This is an optimization exercise on Yosys and OpenROAD, whose aim is small area, a short achievable clock period and few clock cycles, not a production implementation. No activity file was given, so power comes from the tool's default toggle rates.

==> build 64 <==
// framecore_rx
module framecore_rx (
    input  wire        clk,
    input  wire        rst,             
    input  wire        cfg_scheme,      
    input  wire [32:0] cfg_gen,
    input  wire [7:0]  cfg_tag_start,
    input  wire [7:0]  cfg_tag_stop,
    input  wire [7:0]  cfg_tag_esc,
    input  wire        in_valid,
    output wire        in_ready,
    input  wire [7:0]  in_data,
    output wire        out_valid,
    input  wire        out_ready,
    output wire        out_is_res,      
    output wire [7:0]  out_data,
    output wire [3:0]  out_result,
    output wire [31:0] out_rem,
    output wire [6:0]  out_len
);
==> flow/config.mk <==
export PLATFORM = sky130hd
export DESIGN_NAME = framecore_rx
export DESIGN_NICKNAME = framecore_rx
export VERILOG_FILES = /design/flow/design.v
export SDC_FILE = /design/flow/constraint.sdc
export NUM_CORES = 4
export LEC_CHECK = 0
export CAP_MARGIN = 20
export CORE_MARGIN = 2
export CORE_UTILIZATION = 40
export CTS_BUF_LIST = sky130_fd_sc_hd__clkbuf_16
export CTS_CLUSTER_DIAMETER = 70
export CTS_CLUSTER_SIZE = 30
export SETUP_SLACK_MARGIN = 2.2
export SLEW_MARGIN = 20
==> flow/constraint.sdc <==
create_clock -name core_clock -period 5.0 [get_ports {clk}]
set_input_delay 1.0000 -clock core_clock [delete_from_list [all_inputs] [get_ports {clk}]]
set_output_delay 1.0000 -clock core_clock [all_outputs]
set_load 0.01 [all_outputs]
run.sh (not shown) runs the stock make flow with config.mk's settings and CLKGATE_MAP_FILE= SYNTH_SCRIPT=/design/flow/synth_recipe.tcl, a recipe that flattens the netlist after the stock synthesis.
==> trial 41 (differences from build 64) <==
--- a/flow/design.v
+++ b/flow/design.v
@@ -13,17 +13,17 @@
     input  wire        out_ready,
     output wire        out_is_res,      
     output wire [7:0]  out_data,
     output wire [3:0]  out_result,
     output wire [31:0] out_rem,
     output wire [6:0]  out_len
 );
     localparam MAXB = 68;               
-    localparam NBUF = 68;               
+    localparam NBUF = 67;               
     localparam R_FRAME = 3'd2;
     localparam R_EMPTY = 3'd3;
     localparam R_CDLM  = 3'd4;
     localparam R_ICF   = 3'd5;
     localparam R_OVER  = 3'd7;
     localparam A_SEEK    = 2'd0;
     localparam A_SEEKESC = 2'd1;
     localparam A_BODY    = 2'd2;
@@ -50,57 +50,50 @@
     end
     reg  [1:0]  a_st;
     reg         act_v;
     reg  [1:0]  act_k;
     reg  [7:0]  act_b;
     reg  [7:0]  act_u;                  
     reg  [27:0] linv_r;
     reg  [7:0]  wptr, bstart, rptr;
+    reg  [7:0]  cend;                   
     reg  [6:0]  bcnt;                   
-    reg         bz;                     
-    reg         blt;                    
     reg  [31:0] crc;
     reg         s0_v, s1_v, s2_v;       
     reg  [2:0]  s0_res, s1_res, s2_res;
     reg  [6:0]  s0_len, s1_len, s2_len;
     reg  [31:0] s0_rem, s1_rem;
     reg  [6:0]  s0_pay;                 
-    reg         s0_pnz;                 
     reg  [4:0]  s0_sh;                  
     reg         s0_shown;
     reg         o_v, o_res;
     reg  [7:0]  o_data;
     reg  [7:0]  mem [0:NBUF-1];
-    reg  [5:0]  eptr, optr;
-    reg  [7:0]  rb_e, rb_o;
-    reg  [7:0]  sel_e, sel_o;
+    reg  [7:0]  rbyte;
+    wire [7:0]  rptr_n;
+    reg  [7:0]  rsel;
     integer ri;
     always @(*) begin
-        sel_e = 8'd0;
-        sel_o = 8'd0;
-        for (ri = 0; ri < NBUF / 2; ri = ri + 1) begin
-            sel_e = sel_e | (mem[2 * ri]     & {8{eptr == ri}});
-            sel_o = sel_o | (mem[2 * ri + 1] & {8{optr == ri}});
-        end
-    end
-    always @(posedge clk) begin
-        rb_e <= sel_e;
-        rb_o <= sel_o;
+        rsel = 8'd0;
+        for (ri = 0; ri < NBUF; ri = ri + 1)
+            rsel = rsel | (mem[ri] & {8{rptr_n[6:0] == ri}});
     end
+    always @(posedge clk) rbyte <= rsel;
+    reg  bfull;                         
     wire full   = (wptr[6:0] == rptr[6:0]) && (wptr[7] != rptr[7]);
     reg  sp_ok;
     wire pop    = o_v && o_res && out_ready;
     wire n_icf;
     wire q_room = !s1_v || (!s2_v && (pop || !n_icf)) || (pop && !n_icf);
-    wire go_app = act_v && act_k == K_APP && sp_ok;
+    wire go_app = act_v && act_k == K_APP && (sp_ok || bfull);
     wire go_beg = act_v && act_k == K_BEGIN;
     wire go_end = act_v && act_k[1] && q_room;
     wire b_go   = act_v && (
-                   (act_k == K_APP)   ? sp_ok :
+                   (act_k == K_APP)   ? (sp_ok || bfull) :
                    (act_k == K_BEGIN) ? 1'b1 : q_room);
     reg  ir;
     assign in_ready = ir;
     wire take = in_valid && ir;
     wire is_start = (in_data == cfg_tag_start);
     wire is_stop  = (in_data == cfg_tag_stop);
     wire is_esc   = (in_data == cfg_tag_esc);
     wire a_full = (act_v && act_k == K_APP)   ? (bcnt == MAXB - 1) :
@@ -192,127 +185,115 @@
             top[i] = crc[31 - i] ^ act_u[i];
             for (j = 0; j < i; j = j + 1)
                 top[i] = top[i] ^ (crc[31 - j] & linv_r[i * (i - 1) / 2 + j]);
         end
         crc_n = {crc[23:0], 8'd0} ^ inj[31:0];
         for (m = 0; m < 8; m = m + 1)
             if (top[m]) crc_n = crc_n ^ (gk << (7 - m));
     end
-    function [7:0] incb(input [7:0] p);
-        incb = (p[6:0] == NBUF - 1) ? {~p[7], 7'd0} : {p[7], p[6:0] + 7'd1};
-    endfunction
-    function [5:0] inc34(input [5:0] p);
-        inc34 = (p == NBUF / 2 - 1) ? 6'd0 : p + 6'd1;
+    function [7:0] inc67(input [7:0] p);
+        inc67 = (p[6:0] == NBUF - 1) ? {~p[7], 7'd0} : {p[7], p[6:0] + 7'd1};
     endfunction
-    wire        short_b = blt;
+    wire        short_b = (bcnt < {4'd0, code_len});
     wire        crc_bad = (crc != 32'd0);
     wire [6:0]  pay     = bcnt - {4'd0, code_len};
-    wire [7:0]  pe_dif  = {1'b0, wptr[6:0]} - {5'd0, code_len};
-    wire [7:0]  pend    = pe_dif[7] ? {~wptr[7], pe_dif[6:0] + NBUF[6:0]} : {wptr[7], pe_dif[6:0]};
-    wire        good    = !bz && !blt && !crc_bad;
+    wire [7:0]  pe_dif  = {1'b0, cend[6:0]} - {5'd0, code_len};
+    wire [7:0]  pend    = pe_dif[7] ? {~cend[7], pe_dif[6:0] + 7'd67} : {cend[7], pe_dif[6:0]};
+    wire        good    = (bcnt != 7'd0) && !short_b && !crc_bad;
     wire        push   = act_v && act_k[1];
-    wire        wr     = go_app;
+    wire        wr     = act_v && act_k == K_APP && sp_ok && !bfull;
     reg  [2:0]  n_res;
     always @(*) begin
         if (act_k == K_OVER)    n_res = R_OVER;
-        else if (bz)            n_res = R_EMPTY;
+        else if (bcnt == 7'd0)  n_res = R_EMPTY;
         else if (short_b)       n_res = R_CDLM;
         else if (crc_bad)       n_res = R_ICF;
         else                    n_res = R_FRAME;
     end
     wire        n_frame = (n_res == R_FRAME);
     assign      n_icf   = (n_res == R_ICF);
     wire [6:0]  s1_pay = (s1_v && s1_res == R_FRAME) ? s1_len : 7'd0;
     always @(posedge clk) begin
         if (wr) mem[wptr[6:0]] <= act_b;
     end
     always @(posedge clk) begin
         if (rst) begin
             wptr   <= 8'd0;
             bstart <= 8'd0;
             bcnt   <= 7'd0;
-            bz     <= 1'b1;
-            blt    <= 1'b1;
+            bfull  <= 1'b0;
             crc    <= 32'd0;
         end else begin
             if (go_app) begin
                 bcnt <= bcnt + 7'd1;
-                bz   <= 1'b0;
-                blt  <= (bcnt + 7'd1 < {4'd0, code_len});
+                if (bcnt == NBUF - 1) bfull <= 1'b1;
                 crc  <= crc_n;
-                wptr <= incb(wptr);
+                cend <= inc67(cend);
+                if (!bfull) wptr <= inc67(wptr);
             end
             if (go_beg) begin
                 bcnt <= 7'd0;
-                bz   <= 1'b1;
-                blt  <= 1'b1;
+                bfull <= 1'b0;
                 crc  <= 32'd0;
+                cend <= bstart;
                 wptr <= bstart;
             end
             if (go_end) begin
                 bcnt <= 7'd0;
-                bz   <= 1'b1;
-                blt  <= 1'b1;
+                bfull <= 1'b0;
                 if (act_k == K_STOP && good) begin
                     wptr   <= pend;
                     bstart <= pend;
                 end else
                     wptr <= bstart;
             end
         end
     end
     wire o_free = !o_v || out_ready;
-    wire rd     = o_free && s0_pnz;
+    wire rd     = o_free && s0_v && (s0_pay != 7'd0);
+    assign rptr_n = rd ? inc67(rptr) : rptr;
     wire at0 = pop ? !s1_v : !s0_v;
     wire at1 = pop ? (s1_v && !s2_v) : (s0_v && !s1_v);
     wire at2 = pop ? s2_v : (s1_v && !s2_v);
     always @(posedge clk) begin
         if (rst) begin
             s0_v     <= 1'b0;
             s1_v     <= 1'b0;
             s2_v     <= 1'b0;
             s0_pay   <= 7'd0;
-            s0_pnz   <= 1'b0;
             s0_sh    <= 5'd0;
             s0_shown <= 1'b0;
             rptr     <= 8'd0;
-            eptr     <= 6'd0;
-            optr     <= 6'd0;
             o_v      <= 1'b0;
             o_res    <= 1'b0;
         end else begin
             if (pop || (!s0_v && push)) begin
                 s0_shown <= 1'b0;
                 if (pop && s1_v) begin
                     s0_v   <= 1'b1;
                     s0_res <= s1_res;
                     s0_len <= s1_len;
                     s0_pay <= s1_pay;
-                    s0_pnz <= (s1_pay != 7'd0);
                     s0_rem <= s1_rem;
                     s0_sh  <= (s1_res == R_ICF) ? kk : 5'd0;
                 end else begin
                     s0_v   <= push;
                     s0_res <= n_res;
                     s0_len <= pay;
                     s0_pay <= (push && n_frame) ? pay : 7'd0;
-                    s0_pnz <= push && n_frame && (pay != 7'd0);
                     s0_rem <= crc;
                     s0_sh  <= (push && n_icf) ? kk : 5'd0;
                 end
             end else begin
                 if (s0_sh != 5'd0) begin
                     s0_rem <= {1'b0, s0_rem[31:1]};
                     s0_sh  <= s0_sh - 5'd1;
                 end
-                if (rd) begin
-                    s0_pay <= s0_pay - 7'd1;
-                    s0_pnz <= (s0_pay != 7'd1);
-                end
+                if (rd) s0_pay <= s0_pay - 7'd1;
                 if (o_free && s0_v && s0_pay == 7'd0 && s0_sh == 5'd0)
                     s0_shown <= 1'b1;
             end
             if (push && at1) begin
                 s1_v   <= 1'b1;
                 s1_res <= n_res;
                 s1_len <= pay;
                 s1_rem <= crc;
@@ -323,41 +304,37 @@
                 s1_rem <= 32'd0;        
             end
             if (push && at2 && !n_icf) begin
                 s2_v   <= 1'b1;
                 s2_res <= n_res;
                 s2_len <= pay;
             end else if (pop)
                 s2_v <= 1'b0;
-            if (rd) begin
-                rptr <= incb(rptr);
-                if (rptr[0]) optr <= inc34(optr);
-                else         eptr <= inc34(eptr);
-            end
+            rptr <= rptr_n;
             if (o_free) begin
                 if (rd) begin
                     o_v    <= 1'b1;
                     o_res  <= 1'b0;
-                    o_data <= rptr[0] ? rb_o : rb_e;
+                    o_data <= rbyte;
                 end else if (s0_v && !s0_shown && s0_sh == 5'd0 && !pop) begin
                     o_v    <= 1'b1;
                     o_res  <= 1'b1;
                 end else
                     o_v <= 1'b0;
             end
         end
     end
     wire g_ok_n  = rst ? (cfg_scheme || cfg_gen[32]) : (g[32] || g[31]);
     wire b_go_c  = act_v && (
-                   (act_k == K_APP)   ? sp_ok :
+                   (act_k == K_APP)   ? (sp_ok || bfull) :
                    (act_k == K_BEGIN) ? 1'b1 : (!s1_v || (pop && !s2_v)));
     wire av_c    = (take && a_mk) || (act_v && !b_go_c);
     wire s1_free = !s1_v && !(act_v && act_k[1]);
-    wire [7:0] wnx = incb(wptr);
+    wire [7:0] wnx = inc67(wptr);
     wire sp_ok_n = !full && !((wnx[6:0] == rptr[6:0]) && (wnx[7] != rptr[7]) && wr);
     always @(posedge clk) sp_ok <= rst || sp_ok_n;
     always @(posedge clk) begin
         if (rst)
             ir <= g_ok_n;
         else
             ir <= g_ok_n && (!av_c ||
                   ((act_k_n == K_APP)   ? sp_ok_n :
- CTS_BUF_LIST: sky130_fd_sc_hd__clkbuf_16 -> sky130_fd_sc_hd__clkbuf_8 sky130_fd_sc_hd__clkbuf_16
- CTS_CLUSTER_DIAMETER: 70 -> 50
- CTS_CLUSTER_SIZE: 30 -> 20
==> notes.md <==
Status: trial 41 no timing/DRC/antenna violations; build 64 no timing/DRC/antenna violations
Floorplan Core Area: trial 41 95,010 sq um; build 64 93,610 sq um
Fillers: trial 41 8,278; build 64 8,519
Synthesis-to-layout area growth: trial 41 26.35%; build 64 15.12%
Area share of fa/ha/maj cells after synthesis: trial 41 0.007885; build 64 0.01030
Number of cells on the worst hold path: trial 41 0; build 64 2
Critical hold path startpoint: trial 41 rbyte[1]; build 64 bstart[2]
Total power of the final layout: trial 41 16.46 mW; build 64 14.58 mW
Non-clk bufs: trial 41 501; build 64 225
Min Hold Slack: trial 41 0.4615 ns; build 64 0.4765 ns
Post-Route M1 WL: trial 41 57,350 um; build 64 48,090 um
WP data required: trial 41 5.54 ns; build 64 5.31 ns
Max Fanout on Critical Path: trial 41 6; build 64 14
Crit path time final: trial 41 3.661 ns; build 64 2.836 ns
Overall fraction of global-route tracks in use: trial 41 0.2843; build 64 0.2345
Function was not checked in any run of this note: the RTL went through the layout flow alone.

what the ideal ports hide:
The flow's constraints put no driver on any port. The routed layouts listed below were extracted and timed again, unchanged, in two steps. Step 1 assumes that a clkbuf_16 drives the clock port and a buf_2 every other input. Step 2 times the ports against the registers' clock, not the clock port: input delays grow and output delays shrink by t, the midpoint of the rising clock arrivals with the driver on. Slacks: ideal ports / drivers / drivers and shift; pairs: ideal ports / drivers.
run | t, ns | setup slack, ns | worst hold slack (ns) | worst setup path at the end | worst register clock-pin slew, ns
build 64 | 0.704 | 2.164 / 2.164 / 1.613 | 0.477 / 0.477 / 0.477 | input to register | 0.11 / 0.11
trial 41 | 0.723 | 1.339 / 1.339 / 0.807 | 0.462 / 0.462 / 0.462 | input to register | 0.08 / 0.08
After both steps every run listed still meets setup and hold. For build 64, which loses most, drivers alone change the setup slack by 0.000 ns; drivers and shift together by -0.551 ns.
